This is an optimization exercise on Yosys and OpenROAD, whose aim is small area, a short achievable clock period and few clock cycles per item, not a production implementation. In this exercise RTL edits were held to simulation tests only and were not proved equivalent to the original. No activity file was given, so power comes from the tool's default toggle rates.

**design/flow/config.mk**
```make
export PLATFORM = sky130hd
export DESIGN_NAME = ct_meas
export DESIGN_NICKNAME = ct_meas
export VERILOG_FILES = /design/flow/design.v
export SDC_FILE = /design/flow/constraint.sdc
export NUM_CORES = 4
export LEC_CHECK = 0
export CAP_MARGIN = 20
export CORE_MARGIN = 2
export CORE_UTILIZATION = 40
export SETUP_SLACK_MARGIN = 5
export SLEW_MARGIN = 20
```
**design/flow/constraint.sdc**
```tcl
create_clock -name core_clock -period 10.0 [get_ports {clk}]
set_input_delay 2.0000 -clock core_clock [delete_from_list [all_inputs] [get_ports {clk}]]
set_output_delay 2.0000 -clock core_clock [all_outputs]
set_load 0.01 [all_outputs]
```
**design/flow/design.v**
```verilog
module ct_meas (
    input  wire        clk,
    input  wire        rst,         
    input  wire        start,       
    input  wire        mode,        
    input  wire [1:0]  chan,        
    input  wire [15:0] raw,         
    output reg         ready,
    output reg         done,
    output reg         accept,
    output reg  [1:0]  chan_next,
    output wire [34:0] ohms,
    output wire [15:0] vmv,
    output wire [27:0] digits,      
    output reg         alert
);
    localparam [1:0] F_IDLE  = 2'd0,
                     F_NODIV = 2'd1,
                     F_DIV   = 2'd2;
    localparam [26:0] VDIV = 27'd48904255;     
    reg [1:0]  state;
    reg [15:0] s;
    reg [1:0]  ch;
    reg        md;
    reg        slo, shi;       
    reg [26:0] rem;            
    reg [5:0]  cnt;            
    reg        step1, step2;   
    reg        xb;             
    reg        qd;             
    reg [34:0] q;
    reg [27:0] bcd;
    reg        fin;            
    reg        b_md, b_neg, b_acc, b_al;
    reg [1:0]  b_ch, b_cn;
    reg        vneg;           
    reg [6:0]  dfix;           
    wire neg  = s[15];
    wire last = (cnt == 6'd1);
    assign ohms   = q;
    assign vmv    = q[15:0] ^ {16{vneg}};
    genvar g;
    generate
        for (g = 0; g < 7; g = g + 1) begin : dout
            assign digits[4*g +: 4] = dfix[g] ? bcd[4*g +: 4] - 4'd6 : bcd[4*g +: 4];
        end
    endgenerate
    wire take = start && ready;
    wire signed [15:0] sraw = raw;
    wire in_lo  = (sraw <= 16'sd8000);
    wire in_hi  = (sraw >= 16'sd24000);
    wire in_pos = !raw[15] && (raw != 16'd0);
    wire in_acc = (!in_lo && !in_hi) || (chan == 2'd3 && in_lo) ||
                  (chan == 2'd0 && in_hi);
    wire in_nodiv = !mode && (!in_acc || !in_pos);
    wire [1:0] lsel = raw[14] ? 2'd3 : (raw[13] || chan != 2'd3) ? 2'd2 :
                      raw[12] ? 2'd1 : 2'd0;
    reg [15:0] r_init;
    reg [5:0]  k_init;
    reg        x_init;
    always @(*) begin
        case ({chan, lsel})
            {2'd0, 2'd3}: begin r_init = 16'd15776; k_init = 6'd12; x_init = 1'b0; end
            {2'd0, 2'd2}: begin r_init = 16'd7888; k_init = 6'd13; x_init = 1'b0; end
            {2'd1, 2'd3}: begin r_init = 16'd9750; k_init = 6'd16; x_init = 1'b0; end
            {2'd1, 2'd2}: begin r_init = 16'd4875; k_init = 6'd17; x_init = 1'b0; end
            {2'd2, 2'd3}: begin r_init = 16'd12500; k_init = 6'd19; x_init = 1'b0; end
            {2'd2, 2'd2}: begin r_init = 16'd6250; k_init = 6'd20; x_init = 1'b0; end
            {2'd3, 2'd3}: begin r_init = 16'd10437; k_init = 6'd22; x_init = 1'b1; end
            {2'd3, 2'd2}: begin r_init = 16'd5218; k_init = 6'd23; x_init = 1'b1; end
            {2'd3, 2'd1}: begin r_init = 16'd2609; k_init = 6'd24; x_init = 1'b0; end
            {2'd3, 2'd0}: begin r_init = 16'd0; k_init = 6'd36; x_init = 1'b1; end
            default: begin r_init = 16'bx; k_init = 6'bx; x_init = 1'bx; end
        endcase
    end
    wire [26:0] rem_init = mode ? {1'b0, {raw, 10'd746} ^ {26{raw[15]}}} : {11'd0, r_init};
    wire [5:0]  cnt_init = mode ? 6'd16 : k_init;
    wire        xb_init  = mode ? raw[15] : x_init;
    wire       acc_i = md || (!slo && !shi) || (ch == 2'd3 && slo) ||
                       (ch == 2'd0 && shi);
    wire [1:0] cn_i  = (md || acc_i) ? ch : slo ? ch + 2'd1 : ch - 2'd1;
    reg [19:0] kc;
    always @(*) begin
        case (ch)
            2'd0:    kc = 20'd986;
            2'd1:    kc = 20'd9750;
            2'd2:    kc = 20'd100000;
            default: kc = 20'd668000;
        endcase
    end
    wire [3:0]  vidx  = cnt[3:0] - 4'd3;
    wire [14:0] vtail = neg ? 15'd25600 : 15'd8192;
    wire [5:0]  kidx  = cnt - 6'd18;
    wire        xb_nx = take ? xb_init :
                        md ? (cnt >= 6'd3 && cnt <= 6'd17 && vtail[vidx])
                           : (cnt >= 6'd18 && kc[kidx[4:0]]);
    wire        sgn   = rem[26];
    wire [26:0] t     = {rem[25:0], xb};
    wire [26:0] dvs   = md ? VDIV : {11'd0, s};
    wire [27:0] ad_w  = {t, 1'b1} + {dvs ^ {27{!sgn}}, !sgn};    
    wire [26:0] rem_n = ad_w[27:1];
    wire        qb    = !rem_n[26];
    reg [27:0] bcd_adj;
    reg [3:0]  dd;
    integer i;
    always @(*) begin
        for (i = 0; i < 7; i = i + 1) begin
            dd = bcd[4*i +: 4];
            bcd_adj[4*i+3] = dd[3] | (dd[2] & dd[1]) | (dd[2] & dd[0]);
            bcd_adj[4*i+2] = (dd[3] & dd[0]) | (dd[2] & !dd[1] & !dd[0]);
            bcd_adj[4*i+1] = (dd[3] & !dd[0]) | (!dd[2] & dd[1]) | (dd[1] & dd[0]);
            bcd_adj[4*i+0] = (dd[3] & !dd[0]) | (!dd[3] & !dd[2] & dd[0]) |
                             (dd[2] & dd[1] & !dd[0]);
        end
    end
    reg [19:0] kneg;
    always @(*) begin
        case ({b_md, b_ch})
            3'd0:    kneg = 20'd1047590;  
            3'd1:    kneg = 20'd1038826;  
            3'd2:    kneg = 20'd948576;   
            3'd3:    kneg = 20'd380576;   
            default: kneg = 20'd0;
        endcase
    end
    wire [21:0] lo_w  = {1'b0, q[19:0], 1'b1} + {1'b0, kneg, !b_md && qd};
    wire [20:0] lo_s  = lo_w[21:1];
    wire [14:0] hi_m1 = q[34:20] - 15'd1;
    wire [34:0] q_cor = {(!b_md && !lo_s[20]) ? hi_m1 : q[34:20], lo_s[19:0]};
    reg [27:0] kb6;
    always @(*) begin
        case ({b_md, b_ch})
            3'd0:    kb6 = 28'hFFFF67A;    
            3'd1:    kb6 = 28'hFFF68B6;    
            3'd2:    kb6 = 28'hFF66666;    
            3'd3:    kb6 = 28'hF998666;    
            default: kb6 = 28'h6666666;
        endcase
    end
    wire [29:0] bc_w  = {1'b0, bcd, 1'b1} + {1'b0, kb6, b_md ? b_neg : qd};
    wire [27:0] xs    = bc_w[28:1];
    wire [6:0]  dcy;
    generate
        for (g = 0; g < 6; g = g + 1) begin : dcarry
            assign dcy[g] = xs[4*g+4] ^ bcd[4*g+4] ^ kb6[4*g+4];
        end
    endgenerate
    assign dcy[6] = bc_w[29];
    always @(posedge clk) begin
        if (take) begin
            s   <= raw;
            ch  <= chan;
            md  <= mode;
            slo <= in_lo;
            shi <= in_hi;
        end
        rem   <= take ? rem_init : rem_n;
        cnt   <= take ? cnt_init : cnt - 6'd1;
        xb    <= xb_nx;
        qd    <= qb;
        step1 <= take && !in_nodiv;
        step2 <= step1;
        if (state != F_IDLE && (step1 || state == F_NODIV)) begin
            b_md  <= md;
            b_neg <= neg;
            b_ch  <= ch;
            b_acc <= acc_i;
            b_cn  <= cn_i;
            b_al  <= !md && ch == 2'd0 && !neg && s >= 16'd30295;
        end
        if (fin) begin
            q         <= q_cor;
            bcd       <= xs;
            dfix      <= ~dcy;
            accept    <= b_acc;
            chan_next <= b_cn;
            vneg      <= b_md && b_neg;
            alert     <= b_al;
        end else if (step2) begin
            q   <= {34'd0, qd};
            bcd <= {27'd0, qd};
        end else begin
            q   <= {q[33:0], qd};
            bcd <= {bcd_adj[26:0], qd};
        end
        if (rst) begin
            state <= F_IDLE;
            fin   <= 1'b0;
            done  <= 1'b0;
            ready <= 1'b1;
        end else begin
            ready <= take ? in_nodiv : (state != F_DIV || cnt <= 6'd2);
            done <= fin;
            fin  <= (state == F_NODIV) || (state == F_DIV && last);
            if (take)
                state <= in_nodiv ? F_NODIV : F_DIV;
            else if (state != F_DIV || last)
                state <= F_IDLE;
        end
    end
endmodule
```
**design/flow/flow/run.sh**
```bash
#!/bin/bash
# Own flow: the standard layout (standard synthesis unchanged), with
# - port buffers of a plain buffer cell (every port still gets one).
set -euo pipefail
MARGIN=$(cat flow/margin.txt)
PORTBUF=$(cat flow/portbuf.txt)
bash standard.sh SETUP_SLACK_MARGIN="$MARGIN" "BUFFER_PORTS_ARGS=-buffer_cell $PORTBUF" finish > flow_standard.log 2>&1
```
**design/flow/flow/margin.txt**
```
6.5
```
**design/flow/flow/portbuf.txt**
```
sky130_fd_sc_hd__buf_2
```
**design/flow/standard.sh**
```bash
#!/bin/bash
# synth_recipe.tcl (not shown) runs the flow's synth.tcl, then flattens the netlist and writes it again
# the make line also repeats each setting of config.mk as NAME=value (left out here)
make -C /OpenROAD-flow-scripts/flow DESIGN_CONFIG=/design/flow/config.mk WORK_HOME=/design/flow/orfs CLKGATE_MAP_FILE= SYNTH_SCRIPT=/design/flow/synth_recipe.tcl "${@:-finish}"
```
==> out/results.txt, run 1 <==
IO Port Bufs -> 106
FMAX -> 286.6 MHz
Syn Nets -> 1517
FP Rows -> 62
Most frequent cells in the layout -> nand2_1, ha_1, buf_2
CP required -> 8.00 ns
Pwr/cell area -> 295.6 nW/µm²
Residual DRC -> 0
Largest cells by area after synthesis -> dfxtp_1, edfxtp_1, ha_1
Fillers -> 2766
Antenna viol nets, final -> 0
Die H -> 174.2 µm
Max-slew headroom -> 0.5300
Status -> timing/DRC/antenna clean
Routed Wire Length -> 31.91 mm
Cell mode on critical path -> ha_4
CTS tree -> done
Initial Utilization -> 0.4047
Die area -> 30340 µm²
Final Max Tran Viols -> 0
Tcrit/Tclk final -> 0.3490
Flop-to-flop setup slack -> 6.62 ns
Initial antenna violation count -> 0
GRT overflow -> 0
Reg clk slew, reported paths -> 0.06 ns
Mean Syn Cell Area -> 8.444 µm²
Crit. End Element -> primary output
GP Congestion -> 0.8866
Critical Path AT -> 1.49 ns
Share of the synthesized area in the top cell type -> 0.1555
Commonest non-fill, non-tap cell in the layout -> nand2_1
DP HPWL -> 22.66 mm
Static Leak -> 5.958 nW
Async SR Flop Fraction -> 0
Final setup vio count -> 0
Post-synth EDFFs -> 56
HP Class -> flop to flop
CTS sink count -> 146
Post-Synthesis Cell Area -> 11580 µm²
Crit-path max FO -> 4
Share of post-route cells with drive strength above 1 -> 0.2089
Crit-path max cell delay -> 0.36 ns
Seq/Total Area, Yosys -> 0.3007
Final Hold Viols -> 0
Sequential cell area -> 3551 µm²
Count of different cell masters after synthesis -> 84
Final WS setup -> 6.510 ns
Worst path slowest cell -> dfxtp_4
Total CTS buffers -> 17
Class of the most critical setup path -> flop to primary output
Nets -> 1635
RSZ-0062 raised after global routing -> true
First-pass GRT wire length -> 51.48 mm
Hold_buf cts -> 0
Initial DRC count -> 557
First-pass DRT Iterations -> 5
Worst hold slack -> 0.3609 ns
Area of the core -> 28630 µm²
Deepest clock path buffer count -> 2
Total track usage -> 0.2079
Multi-input gate area -> 8004 µm²
Area delta synth->final -> 20.78%
Fin Setup TNS -> 0 ns
Die width -> 174.2 µm
Tmin final -> 3.490 ns
Synth area leader -> dfxtp_1
# IOs -> 107
Vias -> 10480
Max cap viols -> 0
Pwr Total -> 0.004136 W
Ant diodes -> 0
Vias in the first global route -> 10030
WL/cell -> 16.91 µm
Worst-margin pin slew -> 0.7049 ns
Setup slack at placement -> 5.420 ns
DR vias/cell -> 5.553
Synth Flop Type -> dfxtp_1
Clock latency on the worst-skew pair -> 0.43 ns
Root Buffer -> clkbuf_16
H-tree depth -> 4
Worst-path cell chain -> ha_4, inv_4, ha_4, mux2i_4, buf_2
Syn Inst Count -> 1372
Ys Warns -> 1
Yosys reg bits -> 146
Pin count of the biggest net entering global routing -> 63
Startpoint Class -> flop
Setup Skew -> 0.01456 ns
Maximum VDD drop -> 0.1746 mV
synthesized netlist by cell type, types with 12 or more instances:
cell and number:
mux2i_1 13, o211ai_1 12, o21a_1 13, nand2_1 126, xor2_1 60, o21ai_0 94
o22ai_1 32, dfxtp_1 90, a31oi_1 17, inv_1 73, nor3_1 23, nand3_1 23
ha_1 123, edfxtp_1 56, a21o_1 39, a211oi_1 18, a21oi_1 101, or3_1 12
clkbuf_1 52, nor2b_1 23, nand2b_1 12, nor2_1 100, and3_1 15, xnor2_1 74
where the power goes:
group / internal, W / leakage [nW] / total (W) / switching (W)
Clock: 0.000372 / 0.284 / 0.000638 / 0.000267
Sequential: 0.000819 / 1.33 / 0.00103 / 0.000206
Combinational: 0.00113 / 4.35 / 0.00247 / 0.00134
Total: 0.00232 / 5.96 / 0.00414 / 0.00182
layer usage:
layer,share of wire,up-vias,GRT usage
met5,0,-,0
met4,0.019,0,0.06513
met3,0.042,35,0.02975
met2,0.49,276,0.3575
met1,0.45,4978,0.2687
li1,-,5190,-
stage by stage:
| step | cells | util | area (µm²) |
|---|---|---|---|
| floorplan | 1372 | - | 11610 |
| global route | 1887 | 0.4888 | 13990 |
| finish | 1887 | 0.4888 | 13990 |
| CTS | 1868 | 0.4761 | 13630 |
| global placement | 1799 | 0.4323 | 12370 |
| detailed placement | 1799 | 0.4323 | 12370 |
worst max-delay path: cells and delay by family, from the launching register on:
family | cells | cell delay, ns
fa+ha+maj | 2 | 0.36
buf+inv | 2 | 0.21
flops | 1 | 0.36
mux | 1 | 0.14
flip-flops by register name, indices dropped and copies added (netlist names), 6 cells and up:
| signal | cells |
|---|---|
| bcd | 28 |
| cnt | 6 |
| dfix | 7 |
| q | 35 |
| rem | 27 |
| s | 16 |
worst paths after layout:
| path | cells past startpoint | endpoint | start |
|---|---|---|---|
| worst max-delay path | 5 | digits[3] | bcd[1] |
| worst min-delay path | 0 | step2 | step1 |
| worst max register to register | 12 | q[21] | b_md |
| worst min register to register | 0 | step2 | step1 |
layout make-up:
cell class / count / share of cell area
Clock buffer: 24 / 0.03756
Multi-Input combinational cell: 1083 / 0.5720
Inverter: 75 / 0.02218
Clock inverter: 8 / 0.004292
Timing Repair Buffer: 167 / 0.07583
Tap cell: 384 / 0.03434
Sequential cell: 146 / 0.2538
cells by family (layout without fill, tap and decap cells):
| logic type | Yosys count | after routing | synth area share |
|---|---|---|---|
| muxes | 16 | 16 | 0.01447 |
| adders and majority gates | 126 | 126 | 0.1355 |
| buffers and inverters | 143 | 274 | 0.04968 |
| and+or+nand+nor | 383 | 383 | 0.1567 |
| AOI/OAI and AO/OA | 423 | 423 | 0.2397 |
| DFF | 146 | 146 | 0.3007 |
| xor gates and xnor gates | 135 | 135 | 0.1033 |
what timing repair did:
action,4_1_cts,5_1_grt
setup endpoints to repair,101,61
setup buffers,37,19
endpoints found under the hold margin,0,0
resized for setup,94,50
pin swaps,20,32
Testbench counts, summed over its fixed seeds: cycles 29,712, items 2,048.
==> run 2, diff against run 1 <==
--- a/design/flow/design.v
+++ b/design/flow/design.v
@@ -37,4 +37,5 @@
     reg [6:0]  dfix;           
     wire neg  = s[15];
+    wire b_vpos = b_md && !b_neg;    
     wire last = (cnt == 6'd1);
     assign ohms   = q;
@@ -75,5 +76,5 @@
     end
     wire [26:0] rem_init = mode ? {1'b0, {raw, 10'd746} ^ {26{raw[15]}}} : {11'd0, r_init};
-    wire [5:0]  cnt_init = mode ? 6'd16 : k_init;
+    wire [5:0]  cnt_init = mode ? (raw[15] ? 6'd16 : 6'd15) : k_init;
     wire        xb_init  = mode ? raw[15] : x_init;
     wire       acc_i = md || (!slo && !shi) || (ch == 2'd3 && slo) ||
@@ -89,9 +90,9 @@
         endcase
     end
-    wire [3:0]  vidx  = cnt[3:0] - 4'd3;
+    wire [3:0]  vidx  = cnt[3:0] - (neg ? 4'd3 : 4'd2);
     wire [14:0] vtail = neg ? 15'd25600 : 15'd8192;
     wire [5:0]  kidx  = cnt - 6'd18;
     wire        xb_nx = take ? xb_init :
-                        md ? (cnt >= 6'd3 && cnt <= 6'd17 && vtail[vidx])
+                        md ? (cnt >= (neg ? 6'd3 : 6'd2) && vtail[vidx])
                            : (cnt >= 6'd18 && kc[kidx[4:0]]);
     wire        sgn   = rem[26];
@@ -169,12 +170,12 @@
             b_al  <= !md && ch == 2'd0 && !neg && s >= 16'd30295;
         end
-        if (fin) begin
-            q         <= q_cor;
-            bcd       <= xs;
-            dfix      <= ~dcy;
-            accept    <= b_acc;
-            chan_next <= b_cn;
-            vneg      <= b_md && b_neg;
-            alert     <= b_al;
+        dfix      <= b_vpos ? 7'd0 : ~dcy;
+        accept    <= b_acc;
+        chan_next <= b_cn;
+        vneg      <= b_md && b_neg;
+        alert     <= b_al;
+        if (fin && !b_vpos) begin
+            q   <= q_cor;
+            bcd <= xs;
         end else if (step2) begin
             q   <= {34'd0, qd};
==> run 2 against run 1 <==
Register-to-register slack worse by 0.41 ns. Final cell count down 2.3%. Sequential power down 4%. Flip-flop and latch count unchanged. Clock power up 5.6%. Fmax down 7.8%. Die area down 4.6%. Still clean. First-iteration DRC count up 43%.
==> out/results.txt, run 2 <==
First-pass GRT wire length -> 49.38 mm (was 51.48 mm)
Startpoint Class -> flop (unchanged)
Post-route insts no fill -> 1843 (was 1887)
FMAX -> 264.2 MHz (was 286.6 MHz)
Total CTS buffers -> 17 (unchanged)
Reg clk slew, reported paths -> 0.07 ns (was 0.06 ns)
Placed cell count -> 1677 (was 1799)
Deepest clock path buffer count -> 2 (unchanged)
Destination of the worst hold path -> chan_next[1] (was step2)
Pwr/cell area -> 285.2 nW/µm² (was 295.6 nW/µm²)
Clock power frac -> 0.166 (was 0.154)
WL/cell -> 17.16 µm (was 16.91 µm)
Class of the most critical setup path -> flop to flop (was flop to primary output)
Synth Flop Type -> dfxtp_1 (unchanged)
Worst R2R Start -> bcd[1] (was b_md)
Final Max Tran Viols -> 0 (unchanged)
Initial antenna violation count -> 0 (unchanged)
Simple-Gate Fraction of Synth Area -> 0.1477 (was 0.1567)
Async SR Flop Fraction -> 0 (unchanged)
RSZ-0062 raised after global routing -> true (unchanged)
# IOs -> 107 (unchanged)
Part of the power in combinational logic -> 0.589 (was 0.598)
Multi-input gate area -> 7674 µm² (was 8004 µm²)
CP required -> 10.33 ns (was 8.00 ns)
Fillers -> 2449 (was 2766)
Syn Inst Count -> 1283 (was 1372)
WP depth -> 28 (was 5)
Top post-synthesis cells by count -> ha_1, a21oi_1, dfxtp_1 (was nand2_1, ha_1, a21oi_1)
Post-synth EDFFs -> 44 (was 56)
Multiplexer area fraction after synthesis -> 0.02279 (was 0.01447)
Hold_buf cts -> 0 (unchanged)
Max-slew headroom -> 0.2760 (was 0.5300)
Ant diodes -> 0 (unchanged)
HP Class -> flop to flop (unchanged)
H-tree depth -> 4 (unchanged)
Vias in the first global route -> 9553 (was 10030)
Largest cells by area after synthesis -> dfxtp_1, ha_1, edfxtp_1 (was dfxtp_1, edfxtp_1, ha_1)
WHS Path Cells -> 0 (unchanged)
Share of post-route cells with drive strength above 1 -> 0.2730 (was 0.2089)
Sequential power share -> 0.245 (was 0.248)
Sequential cell area -> 3428 µm² (was 3551 µm²)
Final Hold Viols -> 0 (unchanged)
DP HPWL -> 20.54 mm (was 22.66 mm)
Largest family of logic cells by synthesized area -> compound AO/OA/AOI/OAI gates (unchanged)
Antenna viol nets, final -> 0 (unchanged)
Crit-path max cell delay -> 0.38 ns (was 0.36 ns)
Die area -> 28930 µm² (was 30340 µm²)
Worst-margin pin slew -> 1.082 ns (was 0.7049 ns)
Switch share -> 0.4252 (was 0.4395)
Area of the core -> 27030 µm² (was 28630 µm²)
CTS tree -> done (unchanged)
Residual DRC -> 0 (unchanged)
Die H -> 170.1 µm (was 174.2 µm)
Register with the most flip-flops -> q (unchanged)
Adder-cell share of the synthesized area -> 0.1441 (was 0.1355)
Worst path slowest cell -> dfxtp_4 (unchanged)
Reg2reg end -> bcd[1] (was q[21])
Critical Path AT -> 4.12 ns (was 1.49 ns)
Static Leak -> 6.254 nW (was 5.958 nW)
Yosys reg bits -> 146 (unchanged)
Final WS setup -> 6.214 ns (was 6.510 ns)
Regs by FF count -> q x35, bcd x28, rem x27 (unchanged)
Share of the synthesized area in the top cell type -> 0.1850 (was 0.1555)
Source of the worst hold timing path -> b_cn[1] (was step1)
Post-synthesis xor/xnor area fraction -> 0.1179 (was 0.1033)
FP Rows -> 60 (was 62)
Post-Synthesis Cell Area -> 11040 µm² (was 11580 µm²)
Root Buffer -> clkbuf_16 (unchanged)
Flop-to-flop setup slack -> 6.21 ns (was 6.62 ns)
GP Congestion -> 0.8746 (was 0.8866)
IO Port Bufs -> 106 (unchanged)
DR vias/cell -> 5.536 (was 5.553)
Tmin final -> 3.786 ns (was 3.490 ns)
Fin Setup TNS -> 0 ns (unchanged)
Syn Nets -> 1428 (was 1517)
Worst path top cell family by delay -> buffers and inverters (was flip-flops)
Util after Layout -> 0.5256 (was 0.4888)
Maximum VDD drop -> 0.1330 mV (was 0.1746 mV)
Count leader, synth -> ha_1 (was nand2_1)
Die width -> 170.1 µm (was 174.2 µm)
Pint -> 0.002329 W (was 0.002318 W)
Seq/Total Area, Yosys -> 0.3048 (was 0.3007)
Most frequent cells in the layout -> buf_4, ha_1, buf_2 (was nand2_1, ha_1, buf_2)
Status -> timing/DRC/antenna clean (unchanged)
Count of different cell masters after synthesis -> 76 (was 84)
Max cap viols -> 0 (unchanged)
Mean Syn Cell Area -> 8.601 µm² (was 8.444 µm²)
Cell mode on critical path -> buf_4 (was ha_4)
R2R depth -> 28 (was 12)
Nets -> 1634 (was 1635)
Ys Warns -> 1 (unchanged)
CTS sink count -> 146 (unchanged)
Setup Skew -> 0.02017 ns (was 0.01456 ns)
Crit. End Element -> flop (was primary output)
Commonest non-fill, non-tap cell in the layout -> buf_4 (was nand2_1)
Initial DRC count -> 797 (was 557)
Crit path buffers/inverters -> 24 (was 2)
Setup slack at placement -> 5.348 ns (was 5.420 ns)
Total net switching power -> 0.001723 W (was 0.001818 W)
Final setup vio count -> 0 (unchanged)
Total track usage -> 0.2134 (was 0.2079)
Tcrit/Tclk final -> 0.3786 (was 0.3490)
Clock latency on the worst-skew pair -> 0.44 ns (was 0.43 ns)
Pin count of the biggest net entering global routing -> 81 (was 63)
Area delta synth->final -> 28.73% (was 20.78%)
First-pass DRT Iterations -> 6 (was 5)
Area fraction in compound gates after synthesis -> 0.2145 (was 0.2397)
GRT overflow -> 0 (unchanged)
Synth area leader -> dfxtp_1 (unchanged)
Initial Utilization -> 0.4083 (was 0.4047)
Number of flip-flops in the largest register -> 35 (unchanged)
Crit-path max FO -> 4 (unchanged)
Routed Wire Length -> 31.62 mm (was 31.91 mm)
Vias -> 10200 (was 10480)
==> run 2: cell count changes in the layout (fill, tap and decap cells not counted), sizes merged, moves of 10 or more <==
cell	before	now
nand2	126	86
buf	167	245
dfxtp	90	102
edfxtp	56	44
o21ai	97	87
nand3b	4	22
==> run 2: timing repair <==
action                     4_1_cts  5_1_grt
gates resized for setup         97       93
pin swaps                       21       36
setup endpoints to repair       86       68
buffers inserted               108       24
cloned                           2        0
==> run 2: layer usage <==
metal  wire length, µm  share of wire  up-vias  GRT usage
met2             14520           0.46      331     0.3508
met1             14820           0.47     4827     0.2895
met5                 0              0        -          0
li1                  -              -     5001          -
met3              1633          0.052       43    0.03256
met4               644          0.020        0    0.06317
==> run 2: area by class of cell <==
type	instances	share of cell area
Timing Repair Buffer	247	0.1245
Multi-Input combinational cell	1006	0.5402
Clock buffer	22	0.03576
Sequential cell	146	0.2413
Clock inverter	10	0.007486
Tap cell	341	0.03003
Inverter	71	0.02079
==> run 2: cell families after synthesis <==
| family | Yosys count |
|---|---|
| AO/OA/AOI/OAI | 375 |
| XOR/XNOR | 147 |
| adder cells (fa/ha/maj) | 128 |
| buffers and inverters | 131 |
| flip-flops | 146 |
| multiplexers | 22 |
| AND/OR/NAND/NOR | 334 |
==> run 2: worst reg2reg max path, delay by kind of cell, from the launching register on <==
kind                     cells  cell delay [ns]
flip-flops                   1             0.38
adder cells (fa/ha/maj)      1             0.16
AO/OA/AOI/OAI                3             0.37
buffers and inverters       24             2.79
==> run 2: power groups by stage <==
stage                     clock network [W]  logic [W]  registers, W
after floorplan                           0    0.00161      0.000900
after global placement                    0    0.00196      0.000989
after detailed placement                  0    0.00197      0.000991
after CTS                          0.000685    0.00219      0.000977
after global routing               0.000712    0.00262       0.00101
final                              0.000674    0.00238      0.000993
==> run 2: worst max path at each step <==
stage	startpoint	endpoint	slack [ns]
after global routing	bcd[1]	bcd[1]	6.16
final	bcd[1]	bcd[1]	6.21
after CTS	raw[14]	ready	6.34
after global placement	raw[15]	ready	5.44
after floorplan	raw[15]	ready	6.07
after detailed placement	raw[15]	ready	5.35
==> run 2: per-stage QoR <==
step / hold WS, ns / power, W / cell area, µm²
after floorplan: 0.3233 / 0.002513 / 11070
after global placement: 0.3368 / 0.002948 / 11830
after detailed placement: 0.3335 / 0.002962 / 11830
after CTS: 0.3494 / 0.003855 / 13670
after global routing: 0.3629 / 0.004351 / 14210
final: 0.3467 / 0.004052 / 14210
Testbench counts of run 2, summed over its fixed seeds: cycles 29,389, items 2,048.
==> run 3, diff against run 2 <==
==> design/flow/flow/margin.txt (replaced) <==
6.0
==> run 3 against run 2 <==
Still clean. Flip-flop and latch count stayed put. Final area is 12% lower. Core utilization is 6.3 points lower. Non-clock buffer count is 125 lower. Via count is 7.8% lower. Synthesized cell count stayed put.
==> out/results.txt, run 3 <==
Class of the most critical setup path -> flop to primary output (was flop to flop)
Synth area leader -> dfxtp_1 (unchanged)
Final Hold Viols -> 0 (unchanged)
RSZ-0062 raised after global routing -> false (was true)
Share of the synthesized area in the top cell type -> 0.1850 (unchanged)
Maximum VDD drop -> 0.1305 mV (was 0.1330 mV)
Post-synth EDFFs -> 44 (unchanged)
FMAX -> 257.9 MHz (was 264.2 MHz)
Total track usage -> 0.1967 (was 0.2134)
Total CTS buffers -> 17 (unchanged)
Static Leak -> 5.537 nW (was 6.254 nW)
Pin count of the biggest net entering global routing -> 81 (unchanged)
Worst R2R Start -> b_ch[0] (was bcd[1])
GRT overflow -> 0 (unchanged)
WHS Path Cells -> 0 (unchanged)
Pwr Total -> 0.003632 W (was 0.004052 W)
Clock latency on the worst-skew pair -> 0.43 ns (was 0.44 ns)
Critical Path AT -> 1.88 ns (was 4.12 ns)
Nets -> 1509 (was 1634)
Status -> timing/DRC/antenna clean (unchanged)
Worst-margin pin slew -> 1.026 ns (was 1.082 ns)
Seq/Total Area, Yosys -> 0.3048 (unchanged)
Tcrit/Tclk final -> 0.3877 (was 0.3786)
DR vias/cell -> 5.476 (was 5.536)
Die width -> 170.1 µm (unchanged)
Crit-path max FO -> 9 (was 4)
# IOs -> 107 (unchanged)
Residual DRC -> 0 (unchanged)
Die H -> 170.1 µm (unchanged)
FP Rows -> 60 (unchanged)
Count leader, synth -> ha_1 (unchanged)
Deepest clock path buffer count -> 2 (unchanged)
Die area -> 28930 µm² (unchanged)
First-pass GRT wire length -> 45.62 mm (was 49.38 mm)
Pwr/cell area -> 290.6 nW/µm² (was 285.2 nW/µm²)
Commonest non-fill, non-tap cell in the layout -> ha_1 (was buf_4)
Tmin final -> 3.877 ns (was 3.786 ns)
Share of post-route cells with drive strength above 1 -> 0.1394 (was 0.2730)
Crit. End Element -> primary output (was flop)
HP Class -> flop to flop (unchanged)
Max-slew headroom -> 0.3136 (was 0.2760)
Regs by FF count -> q x35, bcd x28, rem x27 (unchanged)
Reg2reg end -> dfix[6] (was bcd[1])
Largest cells by area after synthesis -> dfxtp_1, ha_1, edfxtp_1 (unchanged)
Destination of the worst hold path -> chan_next[1] (unchanged)
Root Buffer -> clkbuf_16 (unchanged)
Startpoint Class -> flop (unchanged)
Initial DRC count -> 692 (was 797)
Vias in the first global route -> 8840 (was 9553)
Vias -> 9407 (was 10200)
CTS tree -> done (unchanged)
Top post-synthesis cells by count -> ha_1, a21oi_1, dfxtp_1 (unchanged)
WL/cell -> 16.64 µm (was 17.16 µm)
Number of flip-flops in the largest register -> 35 (unchanged)
Area delta synth->final -> 13.27% (was 28.73%)
Fin Setup TNS -> 0 ns (unchanged)
Reg clk slew, reported paths -> 0.07 ns (about the same)
Final setup vio count -> 0 (unchanged)
Syn Inst Count -> 1283 (unchanged)
Initial antenna violation count -> 0 (unchanged)
IO Port Bufs -> 106 (unchanged)
Setup Skew -> 0.009580 ns (was 0.02017 ns)
Async SR Flop Fraction -> 0 (unchanged)
R2R depth -> 13 (was 28)
Yosys reg bits -> 146 (unchanged)
Final Max Tran Viols -> 0 (unchanged)
Ant diodes -> 0 (unchanged)
Area of the core -> 27030 µm² (unchanged)
CP required -> 8.00 ns (was 10.33 ns)
DP HPWL -> 20.82 mm (was 20.54 mm)
Mean Syn Cell Area -> 8.601 µm² (unchanged)
Routed Wire Length -> 28.58 mm (was 31.62 mm)
Source of the worst hold timing path -> b_cn[1] (unchanged)
Synth Flop Type -> dfxtp_1 (unchanged)
Max cap viols -> 0 (unchanged)
Antenna viol nets, final -> 0 (unchanged)
Flop-to-flop setup slack -> 6.29 ns (was 6.21 ns)
Initial Utilization -> 0.4083 (unchanged)
Count of different cell masters after synthesis -> 76 (unchanged)
Register with the most flip-flops -> q (unchanged)
GP Congestion -> 0.8898 (was 0.8746)
Most frequent cells in the layout -> ha_1, buf_2, a21oi_1 (was buf_4, ha_1, buf_2)
Ys Warns -> 1 (unchanged)
CTS sink count -> 146 (unchanged)
Post-Synthesis Cell Area -> 11040 µm² (unchanged)
First-pass DRT Iterations -> 5 (was 6)
H-tree depth -> 4 (unchanged)
Syn Nets -> 1428 (unchanged)
Fillers -> 2615 (was 2449)
run 3: cell counts after synthesis:
No cell type changed its count.
run 3: worst max-delay path: stages (launching register included):
cell,delay (ns)
dfxtp_1,0.53
ha_1,0.20
inv_1,0.05
ha_1,0.26
mux2i_1,0.23
buf_2,0.18
run 3: worst max path at each step:
stage / from / cells after the start / slack [ns] / to
after floorplan: raw[14] / 11 / 6.03 / ready
after global placement: raw[15] / 12 / 5.43 / ready
after detailed placement: raw[15] / 12 / 5.37 / ready
final: bcd[1] / 5 / 6.12 / digits[3]
after global routing: b_ch[1] / 14 / 6.00 / bcd[27]
after CTS: raw[15] / 12 / 6.02 / ready
run 3: layout make-up:
type                    instances  area, µm²  area share
multi-input cells            1006       7209      0.5768
clock inverters                12      96.34    0.007708
flip-flops and latches        146       3364      0.2692
clock buffers                  20      467.9     0.03744
repair buffers                122      660.6     0.05285
inverters                      71      274.0     0.02192
well taps                     341      426.7     0.03413
run 3: routing by layer:
metal / vias up / GRT usage / wire length [µm]
met5: - / 0 / 0
met4: 0 / 0.05463 / 480
met3: 29 / 0.03186 / 1165
met2: 195 / 0.3135 / 12660
met1: 4427 / 0.2750 / 14270
li1: 4756 / - / -
run 3: kinds of logic after synthesis:
kind of cell,Yosys count,synth area share
XOR/XNOR,147,0.1179
adder cells (fa/ha/maj),128,0.1441
buffers and inverters,131,0.04819
AND/OR/NAND/NOR,334,0.1477
multiplexers,22,0.02279
AO/OA/AOI/OAI,375,0.2145
flip-flops,146,0.3048
run 3: repair_timing:
item | in CTS | in global routing
setup endpoints to repair | 28 | 39
gates cloned | 0 | 0
setup buffers | 4 | 6
resized for setup | 4 | 10
pin swaps | 0 | 3
hold buffers | 0 | 0
run 3: per-stage QoR:
stage,cell area [µm²],utilization,hold WS (ns),setup slack (ns),instances
after floorplan,11050,-,0.3233,6.033,1283
after global placement,11810,0.4371,0.3374,5.433,1676
after detailed placement,11810,0.4371,0.3369,5.367,1676
after CTS,12420,0.4594,0.3525,6.015,1712
after global routing,12500,0.4625,0.3618,6.005,1718
final,12500,0.4625,0.3496,6.123,1718
run 3: where the power goes:
part	total [W]	switching (W)	internal [W]
Combinational	0.00203	0.00110	0.000924
Sequential	0.000981	0.000202	0.000779
Clock	0.000623	0.000280	0.000343
==> run 4, diff against run 3 <==
==> design/flow/flow/margin.txt (replaced) <==
6.25
==> run 4 against run 3 <==
Sequential share of layout area down 0.45 points. Still clean on timing, DRC and antenna. Critical path depth unchanged. Core utilization up 1.0 points. Via count up 1.1%. Worst hold slack worse by 0.0065 ns. Combinational power about the same. Routed wire length down 0.48%. Fmax up 5.1%. Largest power group unchanged. Flip-flop and latch count unchanged.
==> out/results.txt, run 4 <==
Status -> timing/DRC/antenna clean (unchanged)
Max cap viols -> 0 (unchanged)
Antenna viol nets, final -> 0 (unchanged)
CP startpoint -> bcd[6] (was bcd[1])
Area delta synth->final -> 15.76% (was 13.27%)
Tmin final -> 3.690 ns (was 3.877 ns)
Total CTS buffers -> 17 (unchanged)
WHS Path Cells -> 0 (unchanged)
Flop-to-flop setup slack -> 6.43 ns (was 6.29 ns)
Share of post-route cells with drive strength above 1 -> 0.1636 (was 0.1394)
Commonest non-fill, non-tap cell in the layout -> ha_1 (unchanged)
Setup Skew -> 0.01417 ns (was 0.009580 ns)
# IOs -> 107 (unchanged)
Initial DRC count -> 649 (was 692)
Critical Path AT -> 1.69 ns (was 1.88 ns)
Fin Setup TNS -> 0 ns (unchanged)
Number of flip-flops in the largest register -> 35 (unchanged)
Tcrit/Tclk final -> 0.3690 (was 0.3877)
Async SR Flop Fraction -> 0 (unchanged)
Routed Wire Length -> 28.44 mm (was 28.58 mm)
Startpoint Class -> flop (unchanged)
Area of the core -> 27030 µm² (unchanged)
Final Hold Viols -> 0 (unchanged)
Source of the worst hold timing path -> b_cn[1] (unchanged)
R2R depth -> 12 (was 13)
Initial antenna violation count -> 0 (unchanged)
Residual DRC -> 0 (unchanged)
Post-synth EDFFs -> 44 (unchanged)
H-tree depth -> 4 (unchanged)
Largest cells by area after synthesis -> dfxtp_1, ha_1, edfxtp_1 (unchanged)
Mean Syn Cell Area -> 8.601 µm² (unchanged)
Clock latency on the worst-skew pair -> 0.43 ns (about the same)
Vias in the first global route -> 8768 (was 8840)
Count of different cell masters after synthesis -> 76 (unchanged)
Crit. End Element -> primary output (unchanged)
Synth area leader -> dfxtp_1 (unchanged)
Fillers -> 2577 (was 2615)
Max-slew headroom -> 0.3368 (was 0.3136)
Count leader, synth -> ha_1 (unchanged)
FP Rows -> 60 (unchanged)
Crit-path max FO -> 6 (was 9)
Top post-synthesis cells by count -> ha_1, a21oi_1, dfxtp_1 (unchanged)
Pwr/cell area -> 286.0 nW/µm² (was 290.6 nW/µm²)
Pwr Total -> 0.003653 W (was 0.003632 W)
Ys Warns -> 1 (unchanged)
CP required -> 8.00 ns (about the same)
CTS tree -> done (unchanged)
DR vias/cell -> 5.480 (was 5.476)
Pin count of the biggest net entering global routing -> 81 (unchanged)
Die width -> 170.1 µm (unchanged)
Post-Synthesis Cell Area -> 11040 µm² (unchanged)
Synth Flop Type -> dfxtp_1 (unchanged)
CTS sink count -> 146 (unchanged)
Seq/Total Area, Yosys -> 0.3048 (unchanged)
Die H -> 170.1 µm (unchanged)
Total track usage -> 0.1942 (was 0.1967)
Initial Utilization -> 0.4083 (unchanged)
IO Port Bufs -> 106 (unchanged)
HP Class -> flop to flop (unchanged)
Hold_buf cts -> 0 (unchanged)
Root Buffer -> clkbuf_16 (unchanged)
DP HPWL -> 20.53 mm (was 20.82 mm)
Class of the most critical setup path -> flop to primary output (unchanged)
Yosys reg bits -> 146 (unchanged)
Nets -> 1526 (was 1509)
First-pass DRT Iterations -> 5 (unchanged)
Share of the synthesized area in the top cell type -> 0.1850 (unchanged)
Final setup vio count -> 0 (unchanged)
Worst-margin pin slew -> 0.9948 ns (was 1.026 ns)
Worst R2R Start -> md (was b_ch[0])
Regs by FF count -> q x35, bcd x28, rem x27 (unchanged)
Register with the most flip-flops -> q (unchanged)
WL/cell -> 16.39 µm (was 16.64 µm)
Final Max Tran Viols -> 0 (unchanged)
Ant diodes -> 0 (unchanged)
Maximum VDD drop -> 0.1223 mV (was 0.1305 mV)
Static Leak -> 5.668 nW (was 5.537 nW)
Syn Inst Count -> 1283 (unchanged)
FMAX -> 271.0 MHz (was 257.9 MHz)
Most frequent cells in the layout -> ha_1, a21oi_1, buf_2 (was ha_1, buf_2, a21oi_1)
GRT overflow -> 0 (unchanged)
Reg clk slew, reported paths -> 0.06 ns (was 0.07 ns)
Syn Nets -> 1428 (unchanged)
First-pass GRT wire length -> 45.00 mm (was 45.62 mm)
Deepest clock path buffer count -> 2 (unchanged)
Vias -> 9508 (was 9407)
Die area -> 28930 µm² (unchanged)
RSZ-0062 raised after global routing -> true (was false)
GP Congestion -> 0.8687 (was 0.8898)
Reg2reg end -> rem[23] (was dfix[6])
Destination of the worst hold path -> chan_next[1] (unchanged)
[run 4: cell counts after synthesis]
No cell type changed its count.
[run 4: through the flow]
stage	area (µm²)	instances	hold slack, ns	setup WS [ns]	util
after floorplan	11060	1283	0.3233	6.070	-
after global placement	11830	1677	0.3322	5.415	0.4377
after detailed placement	11830	1677	0.3390	5.392	0.4377
after CTS	12500	1717	0.3504	6.260	0.4626
after global routing	12770	1735	0.3646	6.182	0.4727
final	12770	1735	0.3431	6.310	0.4727
[run 4: worst max-delay path by stage]
stage	end	slack [ns]	depth (start not counted)
floorplan	ready	6.07	11
global placement	ready	5.41	11
detailed placement	ready	5.39	12
CTS	q[23]	6.26	13
global route	rem[23]	6.18	13
finish	digits[7]	6.31	5
[run 4: what timing repair did]
item	4_1_cts	5_1_grt
resized for setup	15	34
cloned	0	1
pin swaps	4	2
hold endpoints to repair	0	0
setup endpoints to repair	55	41
buffers inserted	8	17
[run 4: area by class of cell]
| type | count | area [µm²] | share of cell area |
|---|---|---|---|
| multi-input combinational | 1006 | 7279 | 0.5698 |
| tap | 341 | 426.7 | 0.03340 |
| inverter | 71 | 274.0 | 0.02145 |
| clock inverter | 14 | 145.1 | 0.01136 |
| clock buffer | 18 | 429.2 | 0.03359 |
| timing repair buffer | 139 | 839.6 | 0.06572 |
| sequential | 146 | 3381 | 0.2646 |
[run 4: kinds of logic after synthesis]
logic type | share of synthesized area
AOI/OAI and AO/OA | 0.2145
buffers and inverters | 0.04819
muxes | 0.02279
xor gates and xnor gates | 0.1179
DFF | 0.3048
and+or+nand+nor | 0.1477
adders and majority gates | 0.1441
[run 4: metal layers]
| layer | vias to the layer above | part of all wire | track usage |
|---|---|---|---|
| li1 | 4782 | - | - |
| met1 | 4448 | 0.49 | 0.2703 |
| met2 | 248 | 0.45 | 0.3102 |
| met3 | 30 | 0.043 | 0.02884 |
| met4 | 0 | 0.019 | 0.05983 |
| met5 | - | 0 | 0 |
[run 4: report_power, final]
group / internal (W) / switching [W] / total [W]
clock: 0.000351 / 0.000280 / 0.000631
combinational: 0.000938 / 0.00110 / 0.00204
sequential: 0.000783 / 0.000197 / 0.000980
total: 0.00207 / 0.00158 / 0.00365
[run 4: critical path: stages, from the launching register on]
cell,delay [ns]
dfxtp_1,0.45
ha_1,0.19
inv_1,0.06
ha_1,0.26
mux2i_1,0.15
buf_2,0.16
==> run 5, diff against run 4 <==
--- a/design/flow/config.mk
+++ b/design/flow/config.mk
@@ -9,4 +9,5 @@
 export CORE_MARGIN = 2
 export CORE_UTILIZATION = 40
+export CTS_BUF_LIST = sky130_fd_sc_hd__clkbuf_4 sky130_fd_sc_hd__clkbuf_8
 export SETUP_SLACK_MARGIN = 5
 export SLEW_MARGIN = 20
==> run 5 against run 4 <==
Count of clock-buffer cells in the layout unchanged. Clock power decreased by 26%. Sequential share of layout area increased by 0.50 points. Via count decreased by 0.50%. Clock skew increased by 0.0073 ns. Register-to-register slack improved by 0.03 ns. Flip-flop and latch count unchanged. Core utilization decreased by 0.66 points.
==> out/results.txt, run 5 <==
Final setup vio count -> 0 (unchanged)
RSZ-0062 raised after global routing -> true (unchanged)
Die H -> 170.1 µm (unchanged)
Synth area leader -> dfxtp_1 (unchanged)
Count leader, synth -> ha_1 (unchanged)
Async SR Flop Fraction -> 0 (unchanged)
Number of flip-flops in the largest register -> 35 (unchanged)
Setup Skew -> 0.02142 ns (was 0.01417 ns)
Share of post-route cells with drive strength above 1 -> 0.1692 (was 0.1636)
Flop-to-flop setup slack -> 6.46 ns (was 6.43 ns)
Commonest non-fill, non-tap cell in the layout -> ha_1 (unchanged)
Clock latency on the worst-skew pair -> 0.46 ns (was 0.43 ns)
CP startpoint -> raw[14] (was bcd[6])
Register with the most flip-flops -> q (unchanged)
DP HPWL -> 20.53 mm (unchanged)
Area delta synth->final -> 14.14% (was 15.76%)
Fillers -> 2593 (was 2577)
Top post-synthesis cells by count -> ha_1, a21oi_1, dfxtp_1 (unchanged)
Sequential power share -> 0.281 (was 0.268)
Seq/Total Area, Yosys -> 0.3048 (unchanged)
Part of the power in combinational logic -> 0.585 (was 0.559)
Initial Utilization -> 0.4083 (unchanged)
Vias -> 9460 (was 9508)
Count of different cell masters after synthesis -> 76 (unchanged)
Critical Path AT -> 4.06 ns (was 1.69 ns)
Nets -> 1527 (was 1526)
Die width -> 170.1 µm (unchanged)
Yosys reg bits -> 146 (unchanged)
# IOs -> 107 (unchanged)
Startpoint Class -> input pin (was flop)
Tcrit/Tclk final -> 0.3697 (was 0.3690)
First-pass DRT Iterations -> 5 (unchanged)
Switch share -> 0.4466 (was 0.4328)
R2R depth -> 12 (unchanged)
Deepest clock path buffer count -> 2 (unchanged)
Tmin final -> 3.697 ns (was 3.690 ns)
Ys Warns -> 1 (unchanged)
Final Hold Viols -> 0 (unchanged)
Pint -> 0.001934 W (was 0.002072 W)
Worst R2R Start -> md (unchanged)
Hold_buf cts -> 0 (unchanged)
Total track usage -> 0.1933 (was 0.1942)
Syn Nets -> 1428 (unchanged)
Max cap viols -> 0 (unchanged)
WL/cell -> 16.33 µm (was 16.39 µm)
Area of the core -> 27030 µm² (unchanged)
Die area -> 28930 µm² (unchanged)
Maximum VDD drop -> 0.1142 mV (was 0.1223 mV)
Initial antenna violation count -> 0 (unchanged)
Total CTS buffers -> 17 (unchanged)
FP Rows -> 60 (unchanged)
CTS sink count -> 146 (unchanged)
Crit-path max FO -> 4 (was 6)
Pwr/cell area -> 277.5 nW/µm² (was 286.0 nW/µm²)
Synth Flop Type -> dfxtp_1 (unchanged)
Sequential cell area -> 3396 µm² (was 3381 µm²)
IO Port Bufs -> 106 (unchanged)
Reg2reg end -> rem[23] (unchanged)
DR vias/cell -> 5.449 (was 5.480)
Vias in the first global route -> 8766 (was 8768)
Fin Setup TNS -> 0 ns (unchanged)
GP Congestion -> 0.8687 (unchanged)
Initial DRC count -> 619 (was 649)
HP Class -> flop to flop (unchanged)
Regs by FF count -> q x35, bcd x28, rem x27 (unchanged)
Worst hold slack -> 0.3493 ns (was 0.3431 ns)
Total net switching power -> 0.001561 W (was 0.001581 W)
Final Max Tran Viols -> 0 (unchanged)
Share of the synthesized area in the top cell type -> 0.1850 (unchanged)
H-tree depth -> 4 (unchanged)
Max-slew headroom -> 0.3569 (was 0.3368)
Syn Inst Count -> 1283 (unchanged)
Root Buffer -> clkbuf_8 (was clkbuf_16)
Post-synth EDFFs -> 44 (unchanged)
Clock power frac -> 0.134 (was 0.173)
First-pass GRT wire length -> 44.86 mm (was 45.00 mm)
Ant diodes -> 0 (unchanged)
Class of the most critical setup path -> input pin to flop (was flop to primary output)
Residual DRC -> 0 (unchanged)
Most frequent cells in the layout -> ha_1, a21oi_1, buf_2 (unchanged)
Crit. End Element -> flop (was primary output)
FMAX -> 270.5 MHz (was 271.0 MHz)
Antenna viol nets, final -> 0 (unchanged)
Routed Wire Length -> 28.34 mm (was 28.44 mm)
Largest cells by area after synthesis -> dfxtp_1, ha_1, edfxtp_1 (unchanged)
Worst setup path end -> ready (was digits[7])
Mean Syn Cell Area -> 8.601 µm² (unchanged)
CP required -> 10.37 ns (was 8.00 ns)
Static Leak -> 5.577 nW (was 5.668 nW)
GRT overflow -> 0 (unchanged)
CTS tree -> done (unchanged)
Reg clk slew, reported paths -> 0.10 ns (was 0.06 ns)
Pin count of the biggest net entering global routing -> 81 (unchanged)
Worst-margin pin slew -> 0.9647 ns (was 0.9948 ns)
Post-Synthesis Cell Area -> 11040 µm² (unchanged)
Multi-input gate area -> 7264 µm² (was 7279 µm²)
Status -> timing/DRC/antenna clean (unchanged)
[run 5: changes by cell type in the layout (fill, tap and decap cells not counted), sizes merged]
| cell | before | now |
|---|---|---|
| clkinvlp | 4 | 5 |
| inv | 74 | 73 |
| clkbuf | 21 | 20 |
| buf | 136 | 138 |
[run 5: worst min-delay path by stage]
stage,depth (start not counted),slack [ns],startpoint,to
2_1_floorplan,0,0.32,b_acc,accept
3_3_place_gp,0,0.33,b_cn[1],chan_next[1]
3_5_place_dp,0,0.34,b_cn[0],chan_next[0]
4_1_cts,0,0.35,b_cn[1],chan_next[1]
5_1_grt,0,0.37,b_cn[1],chan_next[1]
6_report,0,0.35,b_cn[1],chan_next[1]
[run 5: critical path: stages]
cell and delay (ns):
buf_8 0.10, clkinvlp_4 0.09, ha_4 0.13, or4b_4 0.47, nor3_2 0.12, a31oi_1 0.07, o221ai_2 0.29, mux2i_1 0.22
a21oi_1 0.06, o21bai_1 0.17, nand2_1 0.11, a21o_1 0.21
[run 5: what timing repair did]
item / CTS / global route
setup endpoints to repair: 58 / 37
buffers inserted: 10 / 16
gates resized for setup: 19 / 36
pin swaps: 2 / 6
cloned: 0 / 1
[run 5: per-layer routing]
metal / share of wire / track usage / wire length, µm / up-vias
met3: 0.041 / 0.02884 / 1164 / 35
met1: 0.49 / 0.2718 / 13970 / 4419
li1: - / - / - / 4778
met4: 0.021 / 0.05946 / 609 / 0
met2: 0.44 / 0.3054 / 12600 / 228
met5: 0 / 0 / 0 / -
[run 5: layout make-up]
type,instances,share of cell area
timing repair buffer,140,0.06705
tap,341,0.03387
multi-input combinational,1006,0.5767
sequential,146,0.2696
clock buffer,18,0.01917
inverter,71,0.02205
clock inverter,14,0.01152
[run 5: power by group through the flow]
stage / logic [W] / registers [W] / clock network (W)
6_report: 0.00205 / 0.000982 / 0.000468
3_5_place_dp: 0.00197 / 0.000989 / 0
4_1_cts: 0.00201 / 0.000974 / 0.000482
2_1_floorplan: 0.00161 / 0.000900 / 0
3_3_place_gp: 0.00196 / 0.000986 / 0
5_1_grt: 0.00228 / 0.00101 / 0.000505
[run 5: cells by family (layout without fill, tap and decap cells)]
group / after synthesis / after routing / synth area share
xor gates and xnor gates: 147 / 147 / 0.1179
and+or+nand+nor: 334 / 334 / 0.1477
muxes: 22 / 22 / 0.02279
DFF: 146 / 146 / 0.3048
buffers and inverters: 131 / 243 / 0.04819
AOI/OAI and AO/OA: 375 / 375 / 0.2145
adders and majority gates: 128 / 128 / 0.1441
[run 5: per-stage QoR]
stage / cell area (µm²) / util / worst slack (ns) / power [W] / std cells
floorplan: 11060 / - / 6.070 / 0.002513 / 1283
global placement: 11830 / 0.4377 / 5.415 / 0.002947 / 1677
finish: 12600 / 0.4661 / 6.303 / 0.003495 / 1736
CTS: 12340 / 0.4565 / 6.250 / 0.003470 / 1719
global route: 12600 / 0.4661 / 6.185 / 0.003790 / 1736
detailed placement: 11830 / 0.4377 / 5.392 / 0.002961 / 1677
==> run 6, diff against run 5 <==
--- a/design/flow/design.v
+++ b/design/flow/design.v
@@ -93,5 +93,5 @@
     wire [14:0] vtail = neg ? 15'd25600 : 15'd8192;
     wire [5:0]  kidx  = cnt - 6'd18;
-    wire        xb_nx = take ? xb_init :
+    wire        xb_nx = ready ? xb_init :
                         md ? (cnt >= (neg ? 6'd3 : 6'd2) && vtail[vidx])
                            : (cnt >= 6'd18 && kc[kidx[4:0]]);
@@ -149,5 +149,5 @@
     assign dcy[6] = bc_w[29];
     always @(posedge clk) begin
-        if (take) begin
+        if (ready) begin
             s   <= raw;
             ch  <= chan;
@@ -156,6 +156,6 @@
             shi <= in_hi;
         end
-        rem   <= take ? rem_init : rem_n;
-        cnt   <= take ? cnt_init : cnt - 6'd1;
+        rem   <= ready ? rem_init : rem_n;
+        cnt   <= ready ? cnt_init : cnt - 6'd1;
         xb    <= xb_nx;
         qd    <= qb;
==> run 6 against run 5 <==
Critical path depth shrank 7. Critical endpoint is now digits[11]. Sequential share of layout area down 0.45 points. Core utilization down 0.34 points. Largest cell class unchanged. Total power shrank 16%. Clock skew rose by 0.0081 ns. Die area rose by 2.1%.
==> out/results.txt, run 6 <==
Status -> timing/DRC/antenna clean (unchanged)
Ys Warns -> 1 (unchanged)
Die H -> 171.9 µm (was 170.1 µm)
Residual DRC -> 0 (unchanged)
Reg2reg end -> q[20] (was rem[23])
DR vias/cell -> 5.496 (was 5.449)
Total track usage -> 0.2050 (was 0.1933)
R2R depth -> 14 (was 12)
Die area -> 29540 µm² (was 28930 µm²)
Ant diodes -> 0 (unchanged)
Fillers -> 2767 (was 2593)
Crit-path max FO -> 6 (was 4)
Area delta synth->final -> 14.01% (was 14.14%)
Yosys reg bits -> 146 (unchanged)
Syn Inst Count -> 1313 (was 1283)
Share of the synthesized area in the top cell type -> 0.1811 (was 0.1850)
Number of flip-flops in the largest register -> 35 (unchanged)
H-tree depth -> 4 (unchanged)
Initial DRC count -> 714 (was 619)
Max cap viols -> 0 (unchanged)
Total CTS buffers -> 17 (unchanged)
Maximum VDD drop -> 0.07401 mV (was 0.1142 mV)
Startpoint Class -> flop (was input pin)
Initial antenna violation count -> 0 (unchanged)
Vias -> 9899 (was 9460)
Max-slew headroom -> 0.3593 (was 0.3569)
Worst-margin pin slew -> 0.9575 ns (was 0.9647 ns)
FMAX -> 273.5 MHz (was 270.5 MHz)
RSZ-0062 raised after global routing -> true (unchanged)
Die width -> 171.9 µm (was 170.1 µm)
DP HPWL -> 22.00 mm (was 20.53 mm)
Area of the core -> 27780 µm² (was 27030 µm²)
Regs by FF count -> q x35, bcd x28, rem x27 (unchanged)
Routed Wire Length -> 30.54 mm (was 28.34 mm)
Pwr/cell area -> 228.8 nW/µm² (was 277.5 nW/µm²)
Setup Skew -> 0.02951 ns (was 0.02142 ns)
Clock latency on the worst-skew pair -> 0.46 ns (about the same)
Register with the most flip-flops -> q (unchanged)
Vias in the first global route -> 9081 (was 8766)
HP Class -> flop to flop (unchanged)
Synth area leader -> dfxtp_1 (unchanged)
CTS tree -> done (unchanged)
Static Leak -> 5.622 nW (was 5.577 nW)
Util after Layout -> 0.4626 (was 0.4661)
Tmin final -> 3.657 ns (was 3.697 ns)
Root Buffer -> clkbuf_8 (unchanged)
Sequential cell area -> 3407 µm² (was 3396 µm²)
Hold_buf cts -> 0 (unchanged)
Worst R2R Start -> b_md (was md)
GP Congestion -> 0.9175 (was 0.8687)
# IOs -> 107 (unchanged)
Nets -> 1555 (was 1527)
GRT overflow -> 0 (unchanged)
Final Max Tran Viols -> 0 (unchanged)
Post-synth EDFFs -> 44 (unchanged)
Flop-to-flop setup slack -> 6.38 ns (was 6.46 ns)
Pin count of the biggest net entering global routing -> 64 (was 81)
Reg clk slew, reported paths -> 0.11 ns (was 0.10 ns)
First-pass DRT Iterations -> 5 (unchanged)
Mean Syn Cell Area -> 8.586 µm² (was 8.601 µm²)
Final Hold Viols -> 0 (unchanged)
Share of post-route cells with drive strength above 1 -> 0.1651 (was 0.1692)
Syn Nets -> 1458 (was 1428)
First-pass GRT wire length -> 48.09 mm (was 44.86 mm)
Top post-synthesis cells by count -> ha_1, dfxtp_1, nor2_1 (was ha_1, a21oi_1, dfxtp_1)
CP required -> 8.00 ns (was 10.37 ns)
Tcrit/Tclk final -> 0.3657 (was 0.3697)
Post-Synthesis Cell Area -> 11270 µm² (was 11040 µm²)
Async SR Flop Fraction -> 0 (unchanged)
WL/cell -> 16.96 µm (was 16.33 µm)
Crit. End Element -> primary output (was flop)
Initial Utilization -> 0.4058 (was 0.4083)
Commonest non-fill, non-tap cell in the layout -> ha_1 (unchanged)
Destination of the worst hold path -> chan_next[1] (unchanged)
Seq/Total Area, Yosys -> 0.2983 (was 0.3048)
Largest cells by area after synthesis -> dfxtp_1, ha_1, edfxtp_1 (unchanged)
Class of the most critical setup path -> flop to primary output (was input pin to flop)
Count leader, synth -> ha_1 (unchanged)
Deepest clock path buffer count -> 2 (unchanged)
FP Rows -> 61 (was 60)
Synth Flop Type -> dfxtp_1 (unchanged)
Critical Path AT -> 1.66 ns (was 4.06 ns)
Antenna viol nets, final -> 0 (unchanged)
Fin Setup TNS -> 0 ns (unchanged)
Count of different cell masters after synthesis -> 80 (was 76)
WHS Path Cells -> 0 (unchanged)
Source of the worst hold timing path -> b_cn[1] (unchanged)
Multi-input gate area -> 7418 µm² (was 7264 µm²)
Most frequent cells in the layout -> ha_1, buf_2, nor2_1 (was ha_1, a21oi_1, buf_2)
Final setup vio count -> 0 (unchanged)
IO Port Bufs -> 106 (unchanged)
CTS sink count -> 146 (unchanged)
run 6: cell types whose count changed in the layout (fill, tap and decap cells not counted), sizes merged, moves of 9 or more:
cell	delta
nor3	+11
a21oi	-16
nor2b	-10
inv	+15
o21a	+9
run 6: layout make-up:
cell class	count	share of cell area
multi-input combinational	1019	0.5772
sequential	146	0.2651
timing repair buffer	142	0.06600
tap	378	0.03680
inverter	84	0.02531
clock buffer	17	0.01820
clock inverter	15	0.01139
run 6: cell families (layout without fill, tap and decap cells):
family,count (synthesis),count (layout),share of synthesized area
simple gates,341,341,0.1511
fa+ha+maj,129,129,0.1421
flops,146,146,0.2983
buf+inv,148,258,0.05294
xor+xnor,139,139,0.1092
mux,22,22,0.02197
compound gates,388,388,0.2244
run 6: power breakdown:
part / total, W / switching (W) / internal, W
Combinational: 0.00155 / 0.000839 / 0.000707
Clock: 0.000470 / 0.000266 / 0.000203
Sequential: 0.000926 / 0.000180 / 0.000746
Total: 0.00294 / 0.00129 / 0.00166
run 6: worst max-delay path by stage:
stage	depth (start not counted)	from	endpoint	slack [ns]
2_1_floorplan	12	raw[15]	ready	6.27
3_3_place_gp	15	b_md	q[27]	5.31
3_5_place_dp	15	b_md	q[28]	5.20
4_1_cts	5	bcd[13]	digits[15]	6.25
5_1_grt	12	md	rem[20]	6.18
6_report	5	bcd[9]	digits[11]	6.34
run 6: stage by stage:
| step | cells | hold slack, ns | setup slack [ns] | total power (W) | cell area (µm²) |
|---|---|---|---|---|---|
| floorplan | 1313 | 0.3233 | 6.272 | 0.002046 | 11300 |
| global placement | 1740 | 0.3305 | 5.312 | 0.002408 | 12080 |
| detailed placement | 1740 | 0.3393 | 5.204 | 0.002420 | 12080 |
| CTS | 1779 | 0.3572 | 6.255 | 0.002907 | 12550 |
| global route | 1801 | 0.3621 | 6.178 | 0.003189 | 12850 |
| finish | 1801 | 0.3513 | 6.343 | 0.002941 | 12850 |
run 6: per-layer routing:
layer	global-route usage	up-vias	share of wire
met1	0.2795	4653	0.46
met2	0.3426	268	0.47
met3	0.02541	46	0.045
met4	0.05517	0	0.021
li1	-	4932	-
met5	0	-	0
run 6: critical path, stage by stage, from the launching register on:
cell	delay (ns)
dfxtp_2	0.42
ha_1	0.20
inv_1	0.05
ha_1	0.27
mux2i_1	0.13
buf_2	0.14
run 6: what timing repair did:
action                                  in CTS  in global routing
pin swaps                                    3                 11
cloned                                       1                  1
gates resized for setup                     19                 41
endpoints found under the setup margin      58                 44
setup buffers                                6                 21
Testbench counts of run 6, summed over its fixed seeds: cycles 29,389, items 2,048.
==> run 7, diff against run 6 <==
--- a/design/flow/config.mk
+++ b/design/flow/config.mk
@@ -9,5 +9,4 @@
 export CORE_MARGIN = 2
 export CORE_UTILIZATION = 40
-export CTS_BUF_LIST = sky130_fd_sc_hd__clkbuf_4 sky130_fd_sc_hd__clkbuf_8
 export SETUP_SLACK_MARGIN = 5
 export SLEW_MARGIN = 20
==> run 7 against run 6 <==
Routed wire length decreased by 0.51%. Core utilization up 0.32 points. Final area is 0.68% higher. First-iteration DRC count rose by 1.5%. Synthesized area is the same. Highest routed layer unchanged. Sequential share of layout area is 0.35 points lower. Count of clock-buffer cells in the layout unchanged. Non-clock buffer count shrank 7. Still clean. Critical path type unchanged.
==> out/results.txt, run 7 <==
Status -> timing/DRC/antenna clean (unchanged)
Sequential power share -> 0.300 (was 0.315)
WL/cell -> 16.94 µm (was 16.96 µm)
Design Area, Final -> 12940 µm² (was 12850 µm²)
First-pass DRT Iterations -> 5 (unchanged)
Fillers -> 2756 (was 2767)
WL met2 -> 14.31 mm (was 14.36 mm)
Area of the core -> 27780 µm² (unchanged)
FP Rows -> 61 (unchanged)
Startpoint Class -> flop (unchanged)
Placement Cell Area -> 12080 µm² (unchanged)
Die width -> 171.9 µm (unchanged)
Top post-synthesis cells by count -> ha_1, dfxtp_1, nor2_1 (unchanged)
Cell mode on critical path -> ha_1 (unchanged)
Ys Warns -> 1 (unchanged)
GP Congestion -> 0.9175 (unchanged)
Initial DRC count -> 725 (was 714)
FMAX -> 273.6 MHz (was 273.5 MHz)
DP HPWL -> 22.00 mm (unchanged)
Syn Nets -> 1458 (unchanged)
CTS sink count -> 146 (unchanged)
Yosys reg bits -> 146 (unchanged)
M1 WL -> 14.36 mm (was 14.17 mm)
Fin Setup TNS -> 0 ns (unchanged)
Vias in the first global route -> 9066 (was 9081)
Residual DRC -> 0 (unchanged)
First-pass GRT wire length -> 48.12 mm (was 48.09 mm)
# IOs -> 107 (unchanged)
Commonest non-fill, non-tap cell in the layout -> ha_1 (unchanged)
Setup Skew -> 0.01744 ns (was 0.02951 ns)
Pin count of the biggest net entering global routing -> 64 (unchanged)
Final Max Tran Viols -> 0 (unchanged)
Crit-path max cell delay -> 0.40 ns (was 0.42 ns)
Max-slew headroom -> 0.3599 (was 0.3593)
Worst-path cell chain -> ha_1, inv_1, ha_1, mux2i_1, buf_2 (unchanged)
Simple-Gate Fraction of Synth Area -> 0.1511 (unchanged)
Initial antenna violation count -> 0 (unchanged)
Syn Inst Count -> 1313 (unchanged)
Routed Wire Length -> 30.38 mm (was 30.54 mm)
CP required -> 8.00 ns (about the same)
Post-synthesis xor/xnor area fraction -> 0.1092 (unchanged)
Async SR Flop Fraction -> 0 (unchanged)
Final setup vio count -> 0 (unchanged)
Tmin final -> 3.655 ns (was 3.657 ns)
Setup slack at placement -> 5.204 ns (unchanged)
Mean Syn Cell Area -> 8.586 µm² (unchanged)
Count of different cell masters after synthesis -> 80 (unchanged)
Final Hold Viols -> 0 (unchanged)
Most frequent cells in the layout -> ha_1, buf_2, nor2_1 (unchanged)
CTS tree -> done (unchanged)
Clock latency on the worst-skew pair -> 0.42 ns (was 0.46 ns)
Nets -> 1548 (was 1555)
Part of the power in combinational logic -> 0.494 (was 0.526)
Root Buffer -> clkbuf_16 (was clkbuf_8)
Maximum VDD drop -> 0.1013 mV (was 0.07401 mV)
Reg clk slew, reported paths -> 0.07 ns (was 0.11 ns)
Number of flip-flops in the largest register -> 35 (unchanged)
Multiplexer area fraction after synthesis -> 0.02198 (unchanged)
Total track usage -> 0.2048 (was 0.2050)
Total net switching power -> 0.001301 W (was 0.001286 W)
Post-route insts no fill -> 1794 (was 1801)
Ant diodes -> 0 (unchanged)
Static Leak -> 5.668 nW (was 5.622 nW)
IO Port Bufs -> 106 (unchanged)
Placed cell count -> 1740 (unchanged)
Die H -> 171.9 µm (unchanged)
Synth area leader -> dfxtp_1 (unchanged)
H-tree depth -> 4 (unchanged)
Deepest clock path buffer count -> 2 (unchanged)
Synth Flop Type -> dfxtp_1 (unchanged)
Util after Layout -> 0.4658 (was 0.4626)
Worst path slowest cell -> dfxtp_4 (was dfxtp_2)
Hold_buf cts -> 0 (unchanged)
Final WS setup -> 6.345 ns (was 6.343 ns)
Critical Path AT -> 1.66 ns (about the same)
GRT overflow -> 0 (unchanged)
DR vias/cell -> 5.473 (was 5.496)
Initial Utilization -> 0.4058 (unchanged)
Post-synth EDFFs -> 44 (unchanged)
Register with the most flip-flops -> q (unchanged)
RSZ-0062 raised after global routing -> true (unchanged)
Area delta synth->final -> 14.78% (was 14.01%)
Count leader, synth -> ha_1 (unchanged)
Clock power frac -> 0.206 (was 0.160)
Largest family of logic cells by synthesized area -> compound AO/OA/AOI/OAI gates (unchanged)
Crit. End Element -> primary output (unchanged)
Seq/Total Area, Yosys -> 0.2983 (unchanged)
Max cap viols -> 0 (unchanged)
Die area -> 29540 µm² (unchanged)
Vias -> 9819 (was 9899)
Share of the synthesized area in the top cell type -> 0.1811 (unchanged)
Switch share -> 0.4219 (was 0.4371)
Total CTS buffers -> 17 (unchanged)
Class of the most critical setup path -> flop to primary output (unchanged)
HP Class -> flop to flop (unchanged)
Pwr/cell area -> 238.4 nW/µm² (was 228.8 nW/µm²)
Worst-margin pin slew -> 0.9566 ns (was 0.9575 ns)
Routed met3 length -> 1.220 mm (was 1.367 mm)
Regs by FF count -> q x35, bcd x28, rem x27 (unchanged)
Share of post-route cells with drive strength above 1 -> 0.1561 (was 0.1651)
Area fraction in compound gates after synthesis -> 0.2244 (unchanged)
Adder-cell share of the synthesized area -> 0.1421 (unchanged)
run 7: cell counts after synthesis:
No cell type changed its count.
run 7: worst paths after layout:
check,startpoint,end,slack [ns],cells after the start
setup / recovery,bcd[14],digits[15],6.34,5
hold / removal,b_cn[1],chan_next[1],0.35,0
setup reg to reg,b_md,q[23],6.38,14
hold reg to reg,b_cn[1],chan_next[1],0.35,0
run 7: through the flow:
stage                     power [W]  hold slack (ns)
after global routing       0.003333           0.3570
final                      0.003084           0.3469
after CTS                  0.003071           0.3523
after floorplan            0.002046           0.3233
after detailed placement   0.002420           0.3393
after global placement     0.002408           0.3305
run 7: cells by family (layout without fill, tap and decap cells):
group                      count (synthesis)  count (layout)
muxes                                     22              22
AOI/OAI and AO/OA                        388             388
xor gates and xnor gates                 139             139
adders and majority gates                129             129
DFF                                      146             146
and+or+nand+nor                          341             341
buffers and inverters                    148             251
run 7: worst max-delay path, delay by kind of cell (launching register included):
kind,cells,cell delay (ns)
adder cells (fa/ha/maj),2,0.43
buffers and inverters,2,0.22
flip-flops,1,0.40
multiplexers,1,0.18
run 7: repair_timing:
action                                  in CTS  in global routing
buffers inserted                             9                 12
cloned                                       1                  0
endpoints found under the setup margin      54                 44
resized for setup                           12                 34
pin swaps                                    3                 13
endpoints found under the hold margin        0                  0
run 7: power by group through the flow:
stage | combinational, W | sequential, W | clock [W]
after floorplan | 0.00119 | 0.000855 | 0
after global placement | 0.00147 | 0.000935 | 0
after detailed placement | 0.00148 | 0.000936 | 0
after CTS | 0.00150 | 0.000922 | 0.000645
after global routing | 0.00171 | 0.000946 | 0.000673
final | 0.00152 | 0.000926 | 0.000635
run 7: layout make-up:
cell class              instances  area, µm²  share of cell area
clock inverters                15      146.4             0.01131
clock buffers                  17      425.4             0.03288
multi-input cells            1019       7410              0.5726
flip-flops and latches        146       3385              0.2616
inverters                      84      325.3             0.02514
repair buffers                135      775.7             0.05995
well taps                     378      473.0             0.03655
run 7: metal layers:
metal / up-vias / global-route usage
met2: 229 / 0.3422
met1: 4630 / 0.2824
met4: 0 / 0.05005
li1: 4924 / -
met3: 36 / 0.02358
met5: - / 0
